What follows belongs to an exercise in optimizing a design on an open flow for small area, a short achievable clock period and few clock cycles; a production flow would make more cautious choices.
RTL that was checked went through simulation tests only; none was proved equivalent to the original.
Power is estimated from default activity; no workload was simulated.

Design frame_engine, start of the top module:
module frame_engine (
    input  wire        clk,
    input  wire        rst,           
    input  wire        cmd_valid,
    output wire        cmd_ready,
    input  wire [31:0] cmd_data,
    output reg         rsp_valid,
    output wire [31:0] rsp_data,
    output wire        frm_valid,
    input  wire        frm_ready,
    output wire [7:0]  frm_data,
    output wire        frm_first,
    output wire        frm_last
);
Settings: LEC_CHECK=0, CAP_MARGIN=20, CELL_PAD_IN_SITES_DETAIL_PLACEMENT=1, CELL_PAD_IN_SITES_GLOBAL_PLACEMENT=2, CORE_MARGIN=2, CORE_UTILIZATION=50, CTS_CLUSTER_DIAMETER=120, CTS_CLUSTER_SIZE=24, SLEW_MARGIN=20; clock period 11.0 ns.
standard.sh (not shown) runs the stock make flow with config.mk's settings and CLKGATE_MAP_FILE= SYNTH_SCRIPT=/design/flow/synth_recipe.tcl, a recipe that flattens the netlist after the stock synthesis.
==> flow/flow/run.sh <==
#!/bin/bash
set -euo pipefail
bash standard.sh SETUP_SLACK_MARGIN=7 finish > standard_flow.log 2>&1
Rerun with:
--- a/flow/design.v
+++ b/flow/design.v
@@ -101,24 +101,23 @@
     wire       st_v    = nm_v || mk || x_a5;
     wire [6:0] st_a    = nm_v ? nm_a : (mk ? bend_m1 : bend);
     wire       restart = s_rej && st_v;
     wire       we = busy ? xv : feed_ok;
     always @(posedge clk) begin
         if (we)
             ring[bend] <= x;
     end
     wire [31:0] status = {illegal, 1'b0, avail, feed_ok,
                           4'b0, level, 5'b0, 4'b0, blen};
-    assign rsp_data = {32{rk_ones}} |
-                      ({16'h0, crc_reg} & {32{rk_crc}}) |
-                      (status & {32{rk_stat}}) |
-                      {29'h0, rsmall};
+    assign rsp_data = rk_ones ? 32'hFFFFFFFF :
+                      rk_crc  ? {16'h0, crc_reg} :
+                      rk_stat ? status : {29'h0, rsmall};
     assign frm_valid = h_v;
     assign frm_data  = h_d;
     reg    first_r, last_r;   
     assign frm_first = first_r;
     assign frm_last  = last_r;
     wire   pop       = h_v && frm_ready;
     wire   fetch     = !busy && (fa != vtail) && !(h_v && n_v && !pop);
     wire       acc      = st_act && s_acc;
     wire       resp_now = (feed_fire && !restart) ||
                           (rp_act && last && !restart);
@@ -288,21 +287,24 @@
                     end
                 end else if (last) begin
                     busy   <= 1'b0;
                     rsmall <= nframes + {2'b0, s_acc};
                 end
             end else if (busy && cmode && xv && last) begin
                 cmode <= 1'b0;
                 rend  <= bend_p1;
                 xv    <= 1'b0;
             end
-            if (pop) begin
+            if (a5ld) begin
+                h_d <= P_MARKER0;
+                h_v <= 1'b1;
+            end else if (pop) begin
                 hoff    <= last_r ? 7'd0 : hoff + 7'd1;
                 first_r <= last_r;
                 last_r  <= !last_r && (hoff != 7'd4) && (hoff + 7'd1 == hlast);
                 if (hoff == 7'd4)
                     hlast <= {1'b0, h_d[3:0], 2'b11} + 7'd4;
                 if (n_v) begin
                     h_d <= n_d;
                     h_v <= 1'b1;
                     n_d <= rdata;
                     n_v <= fetch;
@@ -313,17 +315,13 @@
                 end
             end else if (fetch) begin
                 if (!h_v) begin
                     h_d <= rdata;
                     h_v <= 1'b1;
                 end else begin
                     n_d <= rdata;
                     n_v <= 1'b1;
                 end
             end
-            if (a5ld) begin
-                h_d <= P_MARKER0;
-                h_v <= 1'b1;
-            end
         end
     end
 endmodule
Synthesized area stays flat.
Utilization goes up by 0.48 points.
Count of clock-buffer cells in the layout goes down by 1.
Power goes down by 6.4%.
Clock skew barely changes.
Sequential cell count does not change.
Design area goes up by 0.98%.
Setup slack degrades by 0.23 ns.
Final cell count goes up by 0.55%.
Register-to-register slack degrades by 0.25 ns.
Via count goes up by 1.4%.
First-iteration DRC count goes up by 2.3%.
Fmax goes down by 4.5%.
Die area hardly moves.
Function was not checked in any run of this note: the RTL went through the layout flow alone.


The RTL this note starts from:
==> flow/design.v <==
module frame_engine (
    input  wire        clk,
    input  wire        rst,           
    input  wire        cmd_valid,
    output wire        cmd_ready,
    input  wire [31:0] cmd_data,
    output reg         rsp_valid,
    output wire [31:0] rsp_data,
    output wire        frm_valid,
    input  wire        frm_ready,
    output wire [7:0]  frm_data,
    output wire        frm_first,
    output wire        frm_last
);
    localparam [7:0] P_MARKER0 = 8'hA5;
    localparam [7:0] P_MARKER1 = 8'h5A;
    localparam [7:0] P_VERSION = 8'h01;
    localparam [7:0] P_TYPE    = 8'h01;
    function [15:0] crc_step;
        input [15:0] r;
        input [7:0]  b;
        integer      n;
        reg   [15:0] t;
        begin
            t = r ^ {b, 8'h00};
            for (n = 0; n < 8; n = n + 1)
                t = t[15] ? ((t << 1) ^ 16'h1021) : (t << 1);
            crc_step = t;
        end
    endfunction
    wire [7:0] op = cmd_data[31:24];
    wire is_nop    = (cmd_data == 32'h00000000);
    wire is_init   = (cmd_data == 32'h01000000);
    wire is_seed   = (op == 8'h02) && (cmd_data[23:16] == 8'h00);
    wire is_update = (op == 8'h03) && (cmd_data[23:8]  == 16'h0000);
    wire is_read   = (cmd_data == 32'h04000000);
    wire is_hdr    = (op == 8'h08);
    wire is_feed   = (op == 8'h10) && (cmd_data[23:8]  == 16'h0000);
    wire is_status = (cmd_data == 32'h20000000);
    wire is_legal  = is_nop | is_init | is_seed | is_update | is_read |
                     is_hdr | is_feed | is_status;
    reg [7:0]  ring [0:127];
    reg [7:0]  qhead;       
    reg [7:0]  vtail;       
    reg [7:0]  qtail;       
    reg [6:0]  blen;        
    reg [6:0]  bend;        
    reg [7:0]  level;
    reg [7:0]  qlen;        
    reg        feed_ok;     
    reg        avail;       
    reg [15:0] pcrc;        
    reg        hdr_ok;      
    reg [3:0]  cnt;         
    reg        big;         
    reg [7:0]  prev;        
    reg        nm_v;        
    reg [6:0]  nm_a;
    reg        busy;
    reg        cmode;       
    reg [6:0]  rd;          
    reg [6:0]  rend;        
    reg [6:0]  jstart;      
    reg [7:0]  xr;
    reg        xv;
    reg [2:0]  nframes;
    reg [15:0] crc_reg;
    reg        illegal;
    reg        rk_ones, rk_crc, rk_stat;
    reg [2:0]  rsmall;
    reg [7:0]  h_d, n_d;
    reg        h_v, n_v;
    reg [6:0]  hoff;        
    reg [6:0]  hlast;       
    reg  [7:0] fa;          
    reg  [6:0] raddr;       
    wire [7:0] rdata = ring[raddr];
    reg        rdy;
    assign cmd_ready = rdy;
    wire       fire      = cmd_valid && cmd_ready;
    wire       feed_fire = fire && is_feed;
    wire       rp_act    = busy && !cmode && xv;
    wire       st_act    = feed_fire || rp_act;
    wire [7:0] x = busy ? xr : cmd_data[7:0];
    wire       last = (rd == rend);           
    wire       cand    = (blen >= 7'd2);
    wire [6:0] lastoff = {1'b0, cnt, 2'b11} + 7'd4;           
    wire       crc_en  = (blen <= 7'd4) || (blen + 7'd1 < lastoff);
    wire       x_a5    = busy ? (xr == P_MARKER0) : (cmd_data[7:0] == P_MARKER0);
    wire       x_5a    = busy ? (xr == P_MARKER1) : (cmd_data[7:0] == P_MARKER1);
    wire       mk      = (prev == P_MARKER0) && x_5a;
    wire       done_big = (blen == 7'd7) && big;
    wire       at_last  = (blen == lastoff) && !big;
    wire       good_pre = hdr_ok && (cnt != 4'd0) && (pcrc[7:0] == prev);
    wire       good     = good_pre && (busy ? (pcrc[15:8] == xr)
                                                : (pcrc[15:8] == cmd_data[7:0]));
    wire       s_acc    = cand && at_last && good;
    wire       s_rej    = cand && (done_big || (at_last && !good));
    wire [6:0] bend_p1 = bend + 7'd1;
    wire [6:0] bend_m1 = bend - 7'd1;
    wire       st_v    = nm_v || mk || x_a5;
    wire [6:0] st_a    = nm_v ? nm_a : (mk ? bend_m1 : bend);
    wire [6:0] nm_a_p1 = nm_a + 7'd1;
    wire [6:0] st_a1   = nm_v ? nm_a_p1 : (mk ? bend : bend_p1);
    wire       restart = s_rej && st_v;
    wire       we = busy ? xv : feed_ok;
    always @(posedge clk) begin
        if (we)
            ring[bend] <= x;
    end
    wire [31:0] status = {illegal, 1'b0, avail, feed_ok,
                          4'b0, level, 5'b0, 4'b0, blen};
    assign rsp_data = rk_ones ? 32'hFFFFFFFF :
                      rk_crc  ? {16'h0, crc_reg} :
                      rk_stat ? status : {29'h0, rsmall};
    assign frm_valid = h_v;
    assign frm_data  = h_d;
    reg    first_r, last_r;   
    assign frm_first = first_r;
    assign frm_last  = last_r;
    wire   pop       = h_v && frm_ready;
    wire   fetch     = !busy && (fa != vtail) && !(h_v && n_v && !pop);
    wire       acc      = st_act && s_acc;
    wire       resp_now = (feed_fire && !restart) ||
                          (rp_act && last && !restart);
    wire [7:0] qt_acc   = qtail + {1'b0, blen} + 8'd1;
    wire [7:0] qtail_n  = acc ? qt_acc : qtail;
    wire [7:0] vtail_n  = resp_now ? qtail_n : vtail;
    wire [7:0] l_a  = qlen;                        
    wire [7:0] l_b  = qlen + {1'b0, blen} + 8'd1;
    wire [7:0] l_s  = !resp_now ? level : (acc ? l_b : l_a);
    wire [7:0] l_sm = !resp_now ? level - 8'd1 : (acc ? l_b - 8'd1 : l_a - 8'd1);
    wire [7:0] level_n = pop ? l_sm : l_s;
    wire f_s  = !resp_now ? (level <= 8'd60) : (acc ? (l_b <= 8'd60) : (l_a <= 8'd60));
    wire f_sm = !resp_now ? (level <= 8'd61) : (acc ? (l_b <= 8'd61) : (l_a <= 8'd61));
    wire a_s  = !resp_now ? (level != 8'd0) : (acc ? (l_b != 8'd0) : (l_a != 8'd0));
    wire a_sm = !resp_now ? (level != 8'd1) : (acc ? (l_b != 8'd1) : (l_a != 8'd1));
    wire a5ld = resp_now && !avail && (qtail_n != vtail);
    wire busy_n = (feed_fire && restart) || (busy && !(rp_act && last && !restart));
    wire [6:0] rd_n = (feed_fire && restart)              ? st_a1 :
                      (rp_act && restart && last)         ? st_a1 :
                      (busy && cmode && xv && last)       ? jstart :
                      (busy && rd != rend)                ? rd + 7'd1 : rd;
    wire [7:0] fa_p1 = fa + 8'd1;
    wire [7:0] fa_n = (a5ld || fetch) ? fa_p1 : fa;
    wire [7:0] l_am = l_a - 8'd1;
    wire [7:0] l_bm = l_b - 8'd1;
    wire [7:0] qlen_n = pop ? (acc ? l_bm : l_am) : (acc ? l_b : l_a);
    reg [6:0] blen_n, bend_n;
    always @(*) begin
        blen_n = blen;
        bend_n = bend;
        if (st_act) begin
            if (!cand) begin
                if (blen == 7'd1 && x_5a) begin
                    blen_n = 7'd2;
                    bend_n = qtail[6:0] + 7'd2;
                end else if (x_a5) begin
                    blen_n = 7'd1;
                    bend_n = qtail[6:0] + 7'd1;
                end else begin
                    blen_n = 7'd0;
                    bend_n = qtail[6:0];
                end
            end else if (s_acc) begin
                blen_n = 7'd0;
                bend_n = bend_p1;
            end else if (s_rej) begin
                blen_n = 7'd0;
                bend_n = (busy && !last && st_v) ? bend_p1 : qtail[6:0];
            end else begin
                blen_n = blen + 7'd1;
                bend_n = bend_p1;
            end
        end else if (busy && cmode && xv) begin
            bend_n = last ? qtail[6:0] : bend_p1;
        end
    end
    always @(posedge clk) begin
        if (rst) begin
            qhead     <= 8'd0;
            qtail     <= 8'd0;
            vtail     <= 8'd0;
            blen      <= 7'd0;
            bend      <= 7'd0;
            level     <= 8'd0;
            fa        <= 8'd0;
            raddr     <= 7'd0;
            qlen      <= 8'd0;
            feed_ok   <= 1'b1;
            rdy       <= 1'b1;
            avail     <= 1'b0;
            busy      <= 1'b0;
            cmode     <= 1'b0;
            xv        <= 1'b0;
            crc_reg   <= 16'hFFFF;
            illegal   <= 1'b0;
            rsp_valid <= 1'b0;
            h_v       <= 1'b0;
            n_v       <= 1'b0;
            hoff      <= 7'd0;
            hlast     <= 7'd127;
            first_r   <= 1'b1;
            last_r    <= 1'b0;
            nm_v      <= 1'b0;
        end else begin
            rsp_valid <= resp_now || (fire && !is_feed);
            qhead   <= qhead + {7'd0, pop};
            qtail   <= qtail_n;
            vtail   <= vtail_n;
            blen    <= blen_n;
            bend    <= bend_n;
            level   <= level_n;
            feed_ok <= pop ? f_sm : f_s;
            rdy     <= !busy_n && ((pop ? f_sm : f_s) ||
                                   (cmd_valid && !is_feed && !fire));
            avail   <= pop ? a_sm : a_s;
            fa    <= fa_n;
            rd    <= rd_n;
            raddr <= busy_n ? rd_n : fa_n[6:0];
            qlen  <= qlen_n;
            if (fire) begin
                rk_ones <= !is_legal;
                rk_crc  <= is_read;
                rk_stat <= is_status;
                rsmall  <= 3'd0;
                if (!is_legal)
                    illegal <= 1'b1;
                else if (is_init)
                    crc_reg <= 16'hFFFF;
                else if (is_seed)
                    crc_reg <= cmd_data[15:0];
                else if (is_update)
                    crc_reg <= crc_step(crc_reg, cmd_data[7:0]);
                else if (is_hdr)
                    rsmall <= {2'b0, (cmd_data[23:16] == P_VERSION) &&
                                     (cmd_data[15:8]  == P_TYPE) &&
                                     (cmd_data[7:0]   != 8'h00)};
                else if (is_feed)
                    rsmall <= {2'b0, s_acc};
            end
            if (st_act) begin
                prev <= x;
                if (!cand) begin
                    pcrc <= 16'hFFFF;
                    nm_v <= 1'b0;
                end else begin
                    if (crc_en)
                        pcrc <= crc_step(pcrc, x);
                    if (blen == 7'd2)
                        hdr_ok <= (x == P_VERSION);
                    if (blen == 7'd3)
                        hdr_ok <= hdr_ok && (x == P_TYPE);
                    if (blen == 7'd4) begin
                        cnt <= x[3:0];
                        big <= (x[7:4] != 4'd0);
                    end
                    if (mk && !nm_v) begin
                        nm_v <= 1'b1;
                        nm_a <= bend_m1;
                    end
                end
            end
            if (busy) begin
                if (rd != rend) begin
                    xr <= rdata;
                    xv <= 1'b1;
                end else
                    xv <= 1'b0;
            end
            if (feed_fire) begin
                nframes <= {2'b0, s_acc};
                if (restart) begin
                    busy  <= 1'b1;
                    cmode <= 1'b0;
                    rend  <= bend_p1;
                    xr    <= P_MARKER0;
                    xv    <= 1'b1;
                end
            end else if (rp_act) begin
                if (s_acc)
                    nframes <= nframes + 3'd1;
                if (restart) begin
                    if (last) begin
                        rend <= bend_p1;
                        xr   <= P_MARKER0;
                        xv   <= 1'b1;
                    end else begin
                        cmode  <= 1'b1;
                        jstart <= st_a1;
                    end
                end else if (last) begin
                    busy   <= 1'b0;
                    rsmall <= nframes + {2'b0, s_acc};
                end
            end else if (busy && cmode && xv && last) begin
                cmode <= 1'b0;
                rend  <= bend_p1;
                xr    <= P_MARKER0;
                xv    <= 1'b1;
            end
            if (pop) begin
                hoff    <= last_r ? 7'd0 : hoff + 7'd1;
                first_r <= last_r;
                last_r  <= !last_r && (hoff != 7'd4) && (hoff + 7'd1 == hlast);
                if (hoff == 7'd4)
                    hlast <= {1'b0, h_d[3:0], 2'b11} + 7'd4;
                if (n_v) begin
                    h_d <= n_d;
                    h_v <= 1'b1;
                    n_d <= rdata;
                    n_v <= fetch;
                end else begin
                    h_d <= rdata;
                    h_v <= fetch;
                    n_v <= 1'b0;
                end
            end else if (fetch) begin
                if (!h_v) begin
                    h_d <= rdata;
                    h_v <= 1'b1;
                end else begin
                    n_d <= rdata;
                    n_v <= 1'b1;
                end
            end
            if (a5ld) begin
                h_d <= P_MARKER0;
                h_v <= 1'b1;
            end
        end
    end
endmodule
Settings: LEC_CHECK=0, CAP_MARGIN=20, CELL_PAD_IN_SITES_DETAIL_PLACEMENT=1, CELL_PAD_IN_SITES_GLOBAL_PLACEMENT=2, CORE_MARGIN=2, CORE_UTILIZATION=50, CTS_CLUSTER_DIAMETER=100, CTS_CLUSTER_SIZE=20, SLEW_MARGIN=20; clock period 11.0 ns.
Scripts as last shown in full above: flow/flow/run.sh
Then changed:
--- a/flow/design.v
+++ b/flow/design.v
@@ -97,14 +97,12 @@
     wire       s_acc    = cand && at_last && good;
     wire       s_rej    = cand && (done_big || (at_last && !good));
     wire [6:0] bend_p1 = bend + 7'd1;
     wire [6:0] bend_m1 = bend - 7'd1;
     wire       st_v    = nm_v || mk || x_a5;
     wire [6:0] st_a    = nm_v ? nm_a : (mk ? bend_m1 : bend);
-    wire [6:0] nm_a_p1 = nm_a + 7'd1;
-    wire [6:0] st_a1   = nm_v ? nm_a_p1 : (mk ? bend : bend_p1);
     wire       restart = s_rej && st_v;
     wire       we = busy ? xv : feed_ok;
     always @(posedge clk) begin
         if (we)
             ring[bend] <= x;
     end
@@ -134,14 +132,14 @@
     wire f_s  = !resp_now ? (level <= 8'd60) : (acc ? (l_b <= 8'd60) : (l_a <= 8'd60));
     wire f_sm = !resp_now ? (level <= 8'd61) : (acc ? (l_b <= 8'd61) : (l_a <= 8'd61));
     wire a_s  = !resp_now ? (level != 8'd0) : (acc ? (l_b != 8'd0) : (l_a != 8'd0));
     wire a_sm = !resp_now ? (level != 8'd1) : (acc ? (l_b != 8'd1) : (l_a != 8'd1));
     wire a5ld = resp_now && !avail && (qtail_n != vtail);
     wire busy_n = (feed_fire && restart) || (busy && !(rp_act && last && !restart));
-    wire [6:0] rd_n = (feed_fire && restart)              ? st_a1 :
-                      (rp_act && restart && last)         ? st_a1 :
+    wire [6:0] rd_n = (feed_fire && restart)              ? st_a :
+                      (rp_act && restart && last)         ? st_a :
                       (busy && cmode && xv && last)       ? jstart :
                       (busy && rd != rend)                ? rd + 7'd1 : rd;
     wire [7:0] fa_p1 = fa + 8'd1;
     wire [7:0] fa_n = (a5ld || fetch) ? fa_p1 : fa;
     wire [7:0] l_am = l_a - 8'd1;
     wire [7:0] l_bm = l_b - 8'd1;
@@ -271,36 +269,33 @@
             if (feed_fire) begin
                 nframes <= {2'b0, s_acc};
                 if (restart) begin
                     busy  <= 1'b1;
                     cmode <= 1'b0;
                     rend  <= bend_p1;
-                    xr    <= P_MARKER0;
-                    xv    <= 1'b1;
+                    xv    <= 1'b0;
                 end
             end else if (rp_act) begin
                 if (s_acc)
                     nframes <= nframes + 3'd1;
                 if (restart) begin
                     if (last) begin
                         rend <= bend_p1;
-                        xr   <= P_MARKER0;
-                        xv   <= 1'b1;
+                        xv   <= 1'b0;
                     end else begin
                         cmode  <= 1'b1;
-                        jstart <= st_a1;
+                        jstart <= st_a;
                     end
                 end else if (last) begin
                     busy   <= 1'b0;
                     rsmall <= nframes + {2'b0, s_acc};
                 end
             end else if (busy && cmode && xv && last) begin
                 cmode <= 1'b0;
                 rend  <= bend_p1;
-                xr    <= P_MARKER0;
-                xv    <= 1'b1;
+                xv    <= 1'b0;
             end
             if (pop) begin
                 hoff    <= last_r ? 7'd0 : hoff + 7'd1;
                 first_r <= last_r;
                 last_r  <= !last_r && (hoff != 7'd4) && (hoff + 7'd1 == hlast);
                 if (hoff == 7'd4)
What happened: Utilization went down by 0.77 points. Non-clock buffer count drops by 16. Sequential power shrinks by about 2%. Wire length is higher by 1.6%. Total power went down by 16%. Global-route usage is higher by 0.10 points. Clock-buffer cell count climbs by 16. Area after synthesis goes up by 0.72%. Cell count is about the same. Synthesized cell count barely changes.
Testbench counts after the change, summed over its fixed seeds: cycles 35,278.
For the first run of this note, only the layout was checked, not whether the RTL still works.

## what the ideal ports hide
No port has a modelled driver above. Below, the same layouts with a new extraction and two added sets of constraints. Step 1, drivers: a clkbuf_16 drives clk and a buf_2 each remaining input, both assumed. Step 2, shift: input delay + t, output delay - t, t = (earliest + latest rising clock arrival at the registers) / 2. This alone moves slack from input paths to output paths. Three values: ideal, step 1, step 2; two values: the first two.
run	shift t [ns]	setup slack, ns	worst data-port slew with drivers (ns)
the first run of note 1	0.756	6.201 / 6.212 / 5.456	0.10
the second run of note 1	0.752	5.972 / 5.987 / 5.235	0.09
the first run of note 2	0.732	6.223 / 6.274 / 5.542	0.08
the second run of note 2	0.751	6.795 / 6.719 / 6.157	0.08
After both steps every run listed still meets setup and hold. The setup slack of the first run of note 1, which loses most, moves by +0.011 ns with the drivers and by -0.745 ns with both steps.
